Background: an optimization exercise with open tools, aiming at small area, a short achievable clock period and few clock cycles per item. Do not read the settings as production practice. At most, simulation tests tie the RTL to the original design; equivalence was not proved.

==> wip/sierra: inputs <==
## vrm_alu
module vrm_alu (
    input  wire        clk,
    input  wire        rst,         
    input  wire        in_valid,
    output wire        in_ready,
    input  wire [2:0]  op,          
    input  wire [39:0] tmp,         
    input  wire [39:0] mem,         
    output reg         out_valid,
    output reg  [39:0] res,         
    output reg  [1:0]  status,      
    output reg  [1:0]  cmp          
);
    localparam OP_AD = 3'd0;
    localparam OP_SB = 3'd1;
    localparam OP_ML = 3'd2;
    localparam OP_MD = 3'd3;
    localparam OP_DV = 3'd4;
    localparam OP_CP = 3'd5;
    localparam ST_OK     = 2'd0;
    localparam ST_OVF    = 2'd1;
    localparam ST_NONNUM = 2'd2;
    localparam C_EQUAL = 2'd0;
    localparam C_LESS  = 2'd1;
    localparam C_MORE  = 2'd2;
    function is_digit(input [7:0] ch);
        is_digit = ~ch[7] & ~ch[6] & ch[5] & ch[4] & (~ch[3] | (~ch[2] & ~ch[1]));
    endfunction
    function ge24(input [23:0] a, input [23:0] b);
        integer i, n;
        reg [31:0] l, e;
        begin
            l = 32'd0;
            e = {32{1'b1}};
            for (i = 0; i < 24; i = i + 1) begin
                l[i] = ~a[i] & b[i];
                e[i] = ~(a[i] ^ b[i]);
            end
            for (n = 32; n > 1; n = n / 2) begin
                for (i = 0; i < n / 2; i = i + 1) begin
                    l[i] = l[2*i+1] | (e[2*i+1] & l[2*i]);
                    e[i] = e[2*i+1] & e[2*i];
                end
            end
            ge24 = ~l[0];
        end
    endfunction
    function [1:0] cmp40(input [39:0] a, input [39:0] b);
        integer i, n;
        reg [63:0] l, e;
        begin
            l = 64'd0;
            e = {64{1'b1}};
            for (i = 0; i < 40; i = i + 1) begin
                l[i] = ~a[i] & b[i];
                e[i] = ~(a[i] ^ b[i]);
            end
            for (n = 64; n > 1; n = n / 2) begin
  ...
clock: 12.0 ns
lec_check: 0
abc_area: 1
cap_margin: 20
core_margin: 2
core_utilization: 40
slew_margin: 20
standard.sh (not shown) runs the stock make flow with config.mk's settings and CLKGATE_MAP_FILE= SYNTH_SCRIPT=/design/flow/synth_recipe.tcl, a recipe that flattens the netlist after the stock synthesis.
==> flow/flow/run.sh <==
#!/bin/bash
set -euo pipefail
bash standard.sh SETUP_SLACK_MARGIN=6 finish > standard_make.log 2>&1
==> wip/garnet: changes against wip/sierra <==
--- a/flow/design.v
+++ b/flow/design.v
@@ -82,35 +82,10 @@
               (n[15:12] != 0) ? 3'd1 :
               (n[11:8]  != 0) ? 3'd2 :
               (n[7:4]   != 0) ? 3'd3 :
               (n[3:0]   != 0) ? 3'd4 : 3'd5;
     endfunction
-    function [23:0] dshl6(input [23:0] n, input [2:0] k);
-        case (k)
-            3'd0: dshl6 = n;
-            3'd1: dshl6 = {n[19:0], 4'd0};
-            3'd2: dshl6 = {n[15:0], 8'd0};
-            3'd3: dshl6 = {n[11:0], 12'd0};
-            default: dshl6 = {n[7:0], 16'd0};
-        endcase
-    endfunction
-    function [23:0] bcd_half(input [23:0] n);
-        integer i;
-        reg [3:0] d;
-        reg [2:0] f;
-        reg       odd;
-        begin
-            for (i = 0; i < 6; i = i + 1) begin
-                d   = n[i*4 +: 4];
-                f   = d[3:1];
-                odd = (i < 5) ? n[i*4 + 4] : 1'b0;
-                bcd_half[i*4 +: 4] = odd ? {f[2] | (f[1] & f[0]), ~f[2] & ~(f[1] & f[0]),
-                                            f[1] ^ f[0], ~f[0]}
-                                         : {1'b0, f};
-            end
-        end
-    endfunction
     function [19:0] dshl(input [19:0] n, input [2:0] k);
         case (k)
             3'd0: dshl = n;
             3'd1: dshl = {n[15:0], 4'd0};
             3'd2: dshl = {n[11:0], 8'd0};
@@ -135,11 +110,11 @@
     reg        swap;             
     reg        first;
     reg        ovf;
     reg [2:0]  pos;              
     reg [19:0] q;                
-    reg [23:0] z;
+    reg [19:0] x;                
     reg [19:0] th;               
     wire [19:0] an = lo_nibs(tmp);
     wire [19:0] bn = lo_nibs(mem);
     wire a_num = is_digit(tmp[39:32]) & is_digit(tmp[31:24]) & is_digit(tmp[23:16]) &
                  is_digit(tmp[15:8])  & is_digit(tmp[7:0]);
@@ -211,29 +186,24 @@
             if (lt) kind_in = (op == OP_DV) ? K_ZERO : K_TMP;
             else    go_iter = 1'b1;
         end
     end
     wire        ml_it = (op == OP_ML) & both_num & ~ml_big & ~ml_zero;
-    wire [23:0] a2_in, a4_in, b2_in, b4_in;
-    vrm_bcd_dbl u_ia2 (.x({4'd0, an}), .y(a2_in));
-    vrm_bcd_dbl u_ia4 (.x(a2_in), .y(a4_in));
-    vrm_bcd_dbl u_ib2 (.x({4'd0, bn}), .y(b2_in));
-    vrm_bcd_dbl u_ib4 (.x(b2_in), .y(b4_in));
-    wire [23:0] z_in  = (op == OP_ML) ? (swap_in ? b4_in : a4_in) :
-                        is_divop ? dshl6(b4_in, kdiv) : {4'd0, bn};
+    wire [19:0] x_in  = (op == OP_ML) ? (swap_in ? bn : an) : is_divop ? dshl(bn, kdiv) : bn;
     wire [19:0] q_in  = ml_it ? 20'd0 : an;
     wire        swap_in = (lza > lzb);
     wire [19:0] th_in = ml_it ? (swap_in ? an : bn) : hi_nibs(tmp);
     wire [2:0]  pos_in = (op == OP_ML) ? (swap_in ? nam1 : nbm1) : kdiv;
     wire        iter = (state != S_IDLE);
     wire        is_mul = ~sub_r;
-    wire [23:0] z2, z4;
-    vrm_bcd_dbl u_z2 (.x(z), .y(z2));
-    vrm_bcd_dbl u_z4 (.x(z2), .y(z4));
-    wire [23:0] zq  = bcd_half(bcd_half(z));        
-    wire [23:0] ea  = z2;                            
-    wire [23:0] eb  = z;                             
+    wire [23:0] x1  = {4'd0, x};
+    wire [23:0] x2, x4, x8;
+    vrm_bcd_dbl u_d2 (.x(x1), .y(x2));
+    vrm_bcd_dbl u_d4 (.x(x2), .y(x4));
+    vrm_bcd_dbl u_d8 (.x(x4), .y(x8));
+    wire [23:0] ea  = (state == S_A) ? x8 : x2;
+    wire [23:0] eb  = (state == S_A) ? x4 : x1;      
     wire [20:0] ua, ub;
     vrm_bcd_as u_ua (.p(q), .e(ea), .sub(sub_r), .r(ua));
     vrm_bcd_as u_ub (.p(q), .e(eb), .sub(sub_r), .r(ub));
     wire [3:0]  dig = (pos == 3'd0) ? th[3:0]   : (pos == 3'd1) ? th[7:4] :
                       (pos == 3'd2) ? th[11:8]  : (pos == 3'd3) ? th[15:12] : th[19:16];
@@ -242,11 +212,11 @@
     wire        tb  = sub_r ? ~ub[20] :
                       ((state == S_A) ? dig[2] : (state == S_B) ? dig[0] : 1'b1);
     wire [19:0] sel = ta ? ua[19:0] : tb ? ub[19:0] : q;
     wire        sel_ovf = is_mul & ((ta & ua[20]) | (~ta & tb & ub[20]));
     wire        need_c = (state == S_B) & ta & (sub_r | dig[0]);
-    wire        q_lt_x  = ~ge24({4'd0, q}, zq);
+    wire        q_lt_x  = ~ge24({4'd0, q}, x1);
     wire        a_end   = (state == S_A) & (sub_r ? q_lt_x : ~(dig[1] | dig[0]));
     wire        pos_end = (state == S_C) | ((state == S_B) & ~need_c) | a_end;
     wire [3:0]  dig_nx = (pos == 3'd1) ? th[3:0]  : (pos == 3'd2) ? th[7:4] :
                          (pos == 3'd3) ? th[11:8] : th[15:12];
     wire        nx_b   = ~sub_r & ~(dig_nx[3] | dig_nx[2]);
@@ -273,20 +243,19 @@
             default: begin res1 = weave(th, q); st1 = st_r; end
         endcase
     end
     wire        md_last = ~is_dv & (pos == 3'd0);
     wire [39:0] res_it = sub_r ? ascii(md_last ? sel : qd_new) :
-                         ovf_all ? ascii(swap ? th : ((state == S_A) ? zq[19:0] : z[19:0])) :
-                                   ascii(sel);
+                         ovf_all ? ascii(swap ? th : x) : ascii(sel);
     wire [1:0]  st_it  = (!sub_r & ovf_all) ? ST_OVF : ST_OK;
     always @(posedge clk) begin
         res    <= iter ? res_it : res1;
         status <= iter ? st_it  : st1;
         cmp    <= cmp_r;
         if (in_ready) begin
             q     <= q_in;
-            z     <= z_in;
+            x     <= x_in;
             th    <= th_in;
             pos   <= pos_in;
             kind  <= kind_in;
             st_r  <= st_in;
             cmp_r <= cmp_in;
@@ -297,16 +266,13 @@
             ovf   <= 1'b0;
         end else begin
             first <= 1'b0;
             ovf   <= ovf_all;
             q     <= (pos_end & ~sub_r) ? {sel[15:0], 4'd0} : sel;
-            if (state == S_A)
-                z <= !a_end ? zq : sub_r ? {4'd0, z[23:4]} : nx_b ? zq : z;
-            else if (pos_end)
-                z <= sub_r ? {4'd0, z4[23:4]} : nx_b ? z : z4;
             if (pos_end) begin
                 pos <= pos - 3'd1;
+                if (sub_r) x <= {4'd0, x[19:4]};
             end
         end
         if (rst) begin
             state     <= S_IDLE;
             v1        <= 1'b0;
@@ -352,12 +318,10 @@
     input  wire        sub,
     output wire [20:0] r
 );
     wire [4:0] gg, pp;           
     wire [5:0] c;                
-    wire [3:0] r0 [0:4];         
-    wire [3:0] r1 [0:4];         
     genvar i;
     generate
         for (i = 0; i < 5; i = i + 1) begin : g_d
             wire [3:0] ed = e[i*4 +: 4];
             wire [3:0] ea = {ed[3] ^ (ed[2] | ed[1]), ~(ed[2] ^ ed[1]), ~ed[1], ed[0]};
@@ -373,14 +337,12 @@
             wire j3 = gb[2] | (tb[2] & gb[1]) | (tb[2] & tb[1] & j1);
             wire [3:0] s0 = tb ^ {k3, k2, k1, 1'b0};
             wire [3:0] s1 = tb ^ {j3, j2, j1, 1'b1};
             assign gg[i] = gb[3] | (tb[3] & k3);
             assign pp[i] = &tb;
-            wire o1 = gg[i] | pp[i];
-            assign r0[i] = gg[i] ? s0 : {~(s0[3] ^ (s0[2] & s0[1])), s0[2] ^ s0[1], ~s0[1], s0[0]};
-            assign r1[i] = o1    ? s1 : {~(s1[3] ^ (s1[2] & s1[1])), s1[2] ^ s1[1], ~s1[1], s1[0]};
-            assign r[i*4 +: 4] = c[i] ? r1[i] : r0[i];
+            wire [3:0] s = c[i] ? s1 : s0;
+            assign r[i*4 +: 4] = c[i+1] ? s : {~(s[3] ^ (s[2] & s[1])), s[2] ^ s[1], ~s[1], s[0]};
         end
     endgenerate
     assign c[0] = sub;
     assign c[1] = gg[0] | (pp[0] & c[0]);
     assign c[2] = gg[1] | (pp[1] & gg[0]) | (pp[1] & pp[0] & c[0]);
==> flow/flow/run.sh (replaced) <==
#!/bin/bash
set -euo pipefail
bash standard.sh SETUP_SLACK_MARGIN=6.5 "BUFFER_PORTS_ARGS=-buffer_cell sky130_fd_sc_hd__buf_2" finish > standard_make.log 2>&1
==> wip/cedar: changes against wip/sierra <==
--- a/flow/design.v
+++ b/flow/design.v
@@ -82,35 +82,10 @@
               (n[15:12] != 0) ? 3'd1 :
               (n[11:8]  != 0) ? 3'd2 :
               (n[7:4]   != 0) ? 3'd3 :
               (n[3:0]   != 0) ? 3'd4 : 3'd5;
     endfunction
-    function [23:0] dshl6(input [23:0] n, input [2:0] k);
-        case (k)
-            3'd0: dshl6 = n;
-            3'd1: dshl6 = {n[19:0], 4'd0};
-            3'd2: dshl6 = {n[15:0], 8'd0};
-            3'd3: dshl6 = {n[11:0], 12'd0};
-            default: dshl6 = {n[7:0], 16'd0};
-        endcase
-    endfunction
-    function [23:0] bcd_half(input [23:0] n);
-        integer i;
-        reg [3:0] d;
-        reg [2:0] f;
-        reg       odd;
-        begin
-            for (i = 0; i < 6; i = i + 1) begin
-                d   = n[i*4 +: 4];
-                f   = d[3:1];
-                odd = (i < 5) ? n[i*4 + 4] : 1'b0;
-                bcd_half[i*4 +: 4] = odd ? {f[2] | (f[1] & f[0]), ~f[2] & ~(f[1] & f[0]),
-                                            f[1] ^ f[0], ~f[0]}
-                                         : {1'b0, f};
-            end
-        end
-    endfunction
     function [19:0] dshl(input [19:0] n, input [2:0] k);
         case (k)
             3'd0: dshl = n;
             3'd1: dshl = {n[15:0], 4'd0};
             3'd2: dshl = {n[11:0], 8'd0};
@@ -135,11 +110,11 @@
     reg        swap;             
     reg        first;
     reg        ovf;
     reg [2:0]  pos;              
     reg [19:0] q;                
-    reg [23:0] z;
+    reg [19:0] x;                
     reg [19:0] th;               
     wire [19:0] an = lo_nibs(tmp);
     wire [19:0] bn = lo_nibs(mem);
     wire a_num = is_digit(tmp[39:32]) & is_digit(tmp[31:24]) & is_digit(tmp[23:16]) &
                  is_digit(tmp[15:8])  & is_digit(tmp[7:0]);
@@ -211,29 +186,24 @@
             if (lt) kind_in = (op == OP_DV) ? K_ZERO : K_TMP;
             else    go_iter = 1'b1;
         end
     end
     wire        ml_it = (op == OP_ML) & both_num & ~ml_big & ~ml_zero;
-    wire [23:0] a2_in, a4_in, b2_in, b4_in;
-    vrm_bcd_dbl u_ia2 (.x({4'd0, an}), .y(a2_in));
-    vrm_bcd_dbl u_ia4 (.x(a2_in), .y(a4_in));
-    vrm_bcd_dbl u_ib2 (.x({4'd0, bn}), .y(b2_in));
-    vrm_bcd_dbl u_ib4 (.x(b2_in), .y(b4_in));
-    wire [23:0] z_in  = (op == OP_ML) ? (swap_in ? b4_in : a4_in) :
-                        is_divop ? dshl6(b4_in, kdiv) : {4'd0, bn};
+    wire [19:0] x_in  = (op == OP_ML) ? (swap_in ? bn : an) : is_divop ? dshl(bn, kdiv) : bn;
     wire [19:0] q_in  = ml_it ? 20'd0 : an;
     wire        swap_in = (lza > lzb);
     wire [19:0] th_in = ml_it ? (swap_in ? an : bn) : hi_nibs(tmp);
     wire [2:0]  pos_in = (op == OP_ML) ? (swap_in ? nam1 : nbm1) : kdiv;
     wire        iter = (state != S_IDLE);
     wire        is_mul = ~sub_r;
-    wire [23:0] z2, z4;
-    vrm_bcd_dbl u_z2 (.x(z), .y(z2));
-    vrm_bcd_dbl u_z4 (.x(z2), .y(z4));
-    wire [23:0] zq  = bcd_half(bcd_half(z));        
-    wire [23:0] ea  = z2;                            
-    wire [23:0] eb  = z;                             
+    wire [23:0] x1  = {4'd0, x};
+    wire [23:0] x2, x4, x8;
+    vrm_bcd_dbl u_d2 (.x(x1), .y(x2));
+    vrm_bcd_dbl u_d4 (.x(x2), .y(x4));
+    vrm_bcd_dbl u_d8 (.x(x4), .y(x8));
+    wire [23:0] ea  = !iter ? x1 : (state == S_A) ? x8 : x2;
+    wire [23:0] eb  = (state == S_A) ? x4 : x1;
     wire [20:0] ua, ub;
     vrm_bcd_as u_ua (.p(q), .e(ea), .sub(sub_r), .r(ua));
     vrm_bcd_as u_ub (.p(q), .e(eb), .sub(sub_r), .r(ub));
     wire [3:0]  dig = (pos == 3'd0) ? th[3:0]   : (pos == 3'd1) ? th[7:4] :
                       (pos == 3'd2) ? th[11:8]  : (pos == 3'd3) ? th[15:12] : th[19:16];
@@ -242,11 +212,11 @@
     wire        tb  = sub_r ? ~ub[20] :
                       ((state == S_A) ? dig[2] : (state == S_B) ? dig[0] : 1'b1);
     wire [19:0] sel = ta ? ua[19:0] : tb ? ub[19:0] : q;
     wire        sel_ovf = is_mul & ((ta & ua[20]) | (~ta & tb & ub[20]));
     wire        need_c = (state == S_B) & ta & (sub_r | dig[0]);
-    wire        q_lt_x  = ~ge24({4'd0, q}, zq);
+    wire        q_lt_x  = ~ge24({4'd0, q}, x1);
     wire        a_end   = (state == S_A) & (sub_r ? q_lt_x : ~(dig[1] | dig[0]));
     wire        pos_end = (state == S_C) | ((state == S_B) & ~need_c) | a_end;
     wire [3:0]  dig_nx = (pos == 3'd1) ? th[3:0]  : (pos == 3'd2) ? th[7:4] :
                          (pos == 3'd3) ? th[11:8] : th[15:12];
     wire        nx_b   = ~sub_r & ~(dig_nx[3] | dig_nx[2]);
@@ -265,28 +235,27 @@
     reg [1:0]  st1;
     always @(*) begin
         case (kind)
             K_ZERO: begin res1 = ascii(20'd0); st1 = ST_OK; end
             K_ADD: begin
-                res1 = ub[20] ? weave(th, q) : ascii(ub[19:0]);
-                st1  = ub[20] ? ST_OVF : ST_OK;
+                res1 = ua[20] ? weave(th, q) : ascii(ua[19:0]);
+                st1  = ua[20] ? ST_OVF : ST_OK;
             end
             default: begin res1 = weave(th, q); st1 = st_r; end
         endcase
     end
     wire        md_last = ~is_dv & (pos == 3'd0);
     wire [39:0] res_it = sub_r ? ascii(md_last ? sel : qd_new) :
-                         ovf_all ? ascii(swap ? th : ((state == S_A) ? zq[19:0] : z[19:0])) :
-                                   ascii(sel);
+                         ovf_all ? ascii(swap ? th : x) : ascii(sel);
     wire [1:0]  st_it  = (!sub_r & ovf_all) ? ST_OVF : ST_OK;
     always @(posedge clk) begin
         res    <= iter ? res_it : res1;
         status <= iter ? st_it  : st1;
         cmp    <= cmp_r;
         if (in_ready) begin
             q     <= q_in;
-            z     <= z_in;
+            x     <= x_in;
             th    <= th_in;
             pos   <= pos_in;
             kind  <= kind_in;
             st_r  <= st_in;
             cmp_r <= cmp_in;
@@ -297,16 +266,13 @@
             ovf   <= 1'b0;
         end else begin
             first <= 1'b0;
             ovf   <= ovf_all;
             q     <= (pos_end & ~sub_r) ? {sel[15:0], 4'd0} : sel;
-            if (state == S_A)
-                z <= !a_end ? zq : sub_r ? {4'd0, z[23:4]} : nx_b ? zq : z;
-            else if (pos_end)
-                z <= sub_r ? {4'd0, z4[23:4]} : nx_b ? z : z4;
             if (pos_end) begin
                 pos <= pos - 3'd1;
+                if (sub_r) x <= {4'd0, x[19:4]};
             end
         end
         if (rst) begin
             state     <= S_IDLE;
             v1        <= 1'b0;
==> wip/violet: changes against wip/sierra <==
--- a/flow/design.v
+++ b/flow/design.v
@@ -82,35 +82,10 @@
               (n[15:12] != 0) ? 3'd1 :
               (n[11:8]  != 0) ? 3'd2 :
               (n[7:4]   != 0) ? 3'd3 :
               (n[3:0]   != 0) ? 3'd4 : 3'd5;
     endfunction
-    function [23:0] dshl6(input [23:0] n, input [2:0] k);
-        case (k)
-            3'd0: dshl6 = n;
-            3'd1: dshl6 = {n[19:0], 4'd0};
-            3'd2: dshl6 = {n[15:0], 8'd0};
-            3'd3: dshl6 = {n[11:0], 12'd0};
-            default: dshl6 = {n[7:0], 16'd0};
-        endcase
-    endfunction
-    function [23:0] bcd_half(input [23:0] n);
-        integer i;
-        reg [3:0] d;
-        reg [2:0] f;
-        reg       odd;
-        begin
-            for (i = 0; i < 6; i = i + 1) begin
-                d   = n[i*4 +: 4];
-                f   = d[3:1];
-                odd = (i < 5) ? n[i*4 + 4] : 1'b0;
-                bcd_half[i*4 +: 4] = odd ? {f[2] | (f[1] & f[0]), ~f[2] & ~(f[1] & f[0]),
-                                            f[1] ^ f[0], ~f[0]}
-                                         : {1'b0, f};
-            end
-        end
-    endfunction
     function [19:0] dshl(input [19:0] n, input [2:0] k);
         case (k)
             3'd0: dshl = n;
             3'd1: dshl = {n[15:0], 4'd0};
             3'd2: dshl = {n[11:0], 8'd0};
@@ -135,11 +110,11 @@
     reg        swap;             
     reg        first;
     reg        ovf;
     reg [2:0]  pos;              
     reg [19:0] q;                
-    reg [23:0] z;
+    reg [19:0] x;                
     reg [19:0] th;               
     wire [19:0] an = lo_nibs(tmp);
     wire [19:0] bn = lo_nibs(mem);
     wire a_num = is_digit(tmp[39:32]) & is_digit(tmp[31:24]) & is_digit(tmp[23:16]) &
                  is_digit(tmp[15:8])  & is_digit(tmp[7:0]);
@@ -211,29 +186,24 @@
             if (lt) kind_in = (op == OP_DV) ? K_ZERO : K_TMP;
             else    go_iter = 1'b1;
         end
     end
     wire        ml_it = (op == OP_ML) & both_num & ~ml_big & ~ml_zero;
-    wire [23:0] a2_in, a4_in, b2_in, b4_in;
-    vrm_bcd_dbl u_ia2 (.x({4'd0, an}), .y(a2_in));
-    vrm_bcd_dbl u_ia4 (.x(a2_in), .y(a4_in));
-    vrm_bcd_dbl u_ib2 (.x({4'd0, bn}), .y(b2_in));
-    vrm_bcd_dbl u_ib4 (.x(b2_in), .y(b4_in));
-    wire [23:0] z_in  = (op == OP_ML) ? (swap_in ? b4_in : a4_in) :
-                        is_divop ? dshl6(b4_in, kdiv) : {4'd0, bn};
+    wire [19:0] x_in  = (op == OP_ML) ? (swap_in ? bn : an) : is_divop ? dshl(bn, kdiv) : bn;
     wire [19:0] q_in  = ml_it ? 20'd0 : an;
     wire        swap_in = (lza > lzb);
     wire [19:0] th_in = ml_it ? (swap_in ? an : bn) : hi_nibs(tmp);
     wire [2:0]  pos_in = (op == OP_ML) ? (swap_in ? nam1 : nbm1) : kdiv;
     wire        iter = (state != S_IDLE);
     wire        is_mul = ~sub_r;
-    wire [23:0] z2, z4;
-    vrm_bcd_dbl u_z2 (.x(z), .y(z2));
-    vrm_bcd_dbl u_z4 (.x(z2), .y(z4));
-    wire [23:0] zq  = bcd_half(bcd_half(z));        
-    wire [23:0] ea  = z2;                            
-    wire [23:0] eb  = z;                             
+    wire [23:0] x1  = {4'd0, x};
+    wire [23:0] x2, x4, x8;
+    vrm_bcd_dbl u_d2 (.x(x1), .y(x2));
+    vrm_bcd_dbl u_d4 (.x(x2), .y(x4));
+    vrm_bcd_dbl u_d8 (.x(x4), .y(x8));
+    wire [23:0] ea  = !iter ? x1 : (state == S_A) ? x8 : x2;
+    wire [23:0] eb  = (state == S_A) ? x4 : x1;
     wire [20:0] ua, ub;
     vrm_bcd_as u_ua (.p(q), .e(ea), .sub(sub_r), .r(ua));
     vrm_bcd_as u_ub (.p(q), .e(eb), .sub(sub_r), .r(ub));
     wire [3:0]  dig = (pos == 3'd0) ? th[3:0]   : (pos == 3'd1) ? th[7:4] :
                       (pos == 3'd2) ? th[11:8]  : (pos == 3'd3) ? th[15:12] : th[19:16];
@@ -242,11 +212,11 @@
     wire        tb  = sub_r ? ~ub[20] :
                       ((state == S_A) ? dig[2] : (state == S_B) ? dig[0] : 1'b1);
     wire [19:0] sel = ta ? ua[19:0] : tb ? ub[19:0] : q;
     wire        sel_ovf = is_mul & ((ta & ua[20]) | (~ta & tb & ub[20]));
     wire        need_c = (state == S_B) & ta & (sub_r | dig[0]);
-    wire        q_lt_x  = ~ge24({4'd0, q}, zq);
+    wire        q_lt_x  = ~ge24({4'd0, q}, x1);
     wire        a_end   = (state == S_A) & (sub_r ? q_lt_x : ~(dig[1] | dig[0]));
     wire        pos_end = (state == S_C) | ((state == S_B) & ~need_c) | a_end;
     wire [3:0]  dig_nx = (pos == 3'd1) ? th[3:0]  : (pos == 3'd2) ? th[7:4] :
                          (pos == 3'd3) ? th[11:8] : th[15:12];
     wire        nx_b   = ~sub_r & ~(dig_nx[3] | dig_nx[2]);
@@ -265,28 +235,27 @@
     reg [1:0]  st1;
     always @(*) begin
         case (kind)
             K_ZERO: begin res1 = ascii(20'd0); st1 = ST_OK; end
             K_ADD: begin
-                res1 = ub[20] ? weave(th, q) : ascii(ub[19:0]);
-                st1  = ub[20] ? ST_OVF : ST_OK;
+                res1 = ua[20] ? weave(th, q) : ascii(ua[19:0]);
+                st1  = ua[20] ? ST_OVF : ST_OK;
             end
             default: begin res1 = weave(th, q); st1 = st_r; end
         endcase
     end
     wire        md_last = ~is_dv & (pos == 3'd0);
     wire [39:0] res_it = sub_r ? ascii(md_last ? sel : qd_new) :
-                         ovf_all ? ascii(swap ? th : ((state == S_A) ? zq[19:0] : z[19:0])) :
-                                   ascii(sel);
+                         ovf_all ? ascii(swap ? th : x) : ascii(sel);
     wire [1:0]  st_it  = (!sub_r & ovf_all) ? ST_OVF : ST_OK;
     always @(posedge clk) begin
         res    <= iter ? res_it : res1;
         status <= iter ? st_it  : st1;
         cmp    <= cmp_r;
         if (in_ready) begin
             q     <= q_in;
-            z     <= z_in;
+            x     <= x_in;
             th    <= th_in;
             pos   <= pos_in;
             kind  <= kind_in;
             st_r  <= st_in;
             cmp_r <= cmp_in;
@@ -297,16 +266,13 @@
             ovf   <= 1'b0;
         end else begin
             first <= 1'b0;
             ovf   <= ovf_all;
             q     <= (pos_end & ~sub_r) ? {sel[15:0], 4'd0} : sel;
-            if (state == S_A)
-                z <= !a_end ? zq : sub_r ? {4'd0, z[23:4]} : nx_b ? zq : z;
-            else if (pos_end)
-                z <= sub_r ? {4'd0, z4[23:4]} : nx_b ? z : z4;
             if (pos_end) begin
                 pos <= pos - 3'd1;
+                if (sub_r) x <= {4'd0, x[19:4]};
             end
         end
         if (rst) begin
             state     <= S_IDLE;
             v1        <= 1'b0;
ABC_AREA = default   (was 1)
==> summary.txt <==
metric                                                               wip/cedar             wip/violet                wip/sierra                wip/garnet
Result of the run                             no timing/DRC/antenna violations  no timing/DRC/antenna violations  no timing/DRC/antenna violations  no timing/DRC/antenna violations
Clock transition at the registers of the reported paths                0.06 ns                0.07 ns                   0.08 ns                   0.06 ns
Number of multi-input logic gates                                         1779                   1662                      2150                      1682
Crit Path Max Fanout                                                        17                      9                        27                         6
Part of the Yosys area used for sequential elements                     0.1974                 0.1841                    0.1765                    0.2110
Post-synth top area cell                                 sky130_fd_sc_hd__ha_1  sky130_fd_sc_hd__ha_1  sky130_fd_sc_hd__nand2_1  sky130_fd_sc_hd__nand2_1
Area of the die                                                     39610 um^2             42400 um^2                45940 um^2                37110 um^2
Overall fraction of global-route tracks in use                          0.3213                 0.3408                    0.3212                    0.3272
Post-synthesis area per instance                                    6.581 um^2             7.866 um^2                6.326 um^2                6.559 um^2
WL final                                                              64260 um               75670 um                  76080 um                  62040 um
Setup slack of the critical path after layout                         6.022 ns               6.021 ns                  6.182 ns                  6.404 ns
Vias post-DR                                                             17113                  18450                     20255                     16548
Area used by sequential logic in the layout                          3003 um^2              3003 um^2                 3123 um^2                 3004 um^2
Highest routed layer                                                      met4                   met5                      met4                      met4
Testbench counts of wip/garnet, summed over its fixed seeds: cycles 8,499, ops 4,800.
Testbench counts of wip/cedar, summed over its fixed seeds: cycles 8,499, ops 4,800.
Testbench counts of wip/violet, summed over its fixed seeds: cycles 8,499, ops 4,800.
Function not checked in wip/sierra: the RTL went through the layout flow alone.

-- separate check: timing with driven ports --
The results above use ideal ports. As a check the final layouts listed here were re-extracted and re-timed, cells and wires unchanged.
Step 1: set_driving_cell puts a clkbuf_16 on clk and a buf_2 on each other input, an assumption about the parent block.
Step 2, shift: input delay + t, output delay - t, t = (earliest + latest rising clock arrival at the registers) / 2. This alone moves slack from input paths to output paths.
a / b / c = no drivers / after step 1 / after step 2; a / b = the first two.
run | t (ns) | setup slack, ns | worst setup path after step 2 | clock arrival spread, ns | pins driven straight from the clock port
wip/sierra | 0.508 | 6.182 / 6.132 / 5.719 | input to register | 0.021 / 0.022 | 1
wip/garnet | 0.463 | 6.404 / 6.404 / 6.325 | input to register | 0.010 / 0.010 | 1
wip/cedar | 0.485 | 6.022 / 6.048 / 5.562 | input to register | 0.011 / 0.011 | 1
wip/violet | 0.476 | 6.021 / 6.021 / 5.715 | input to register | 0.021 / 0.021 | 1
After both steps setup and hold are still met in every run listed. The setup slack of wip/sierra, which loses most, moves by -0.050 ns with the drivers and by -0.463 ns with both steps.
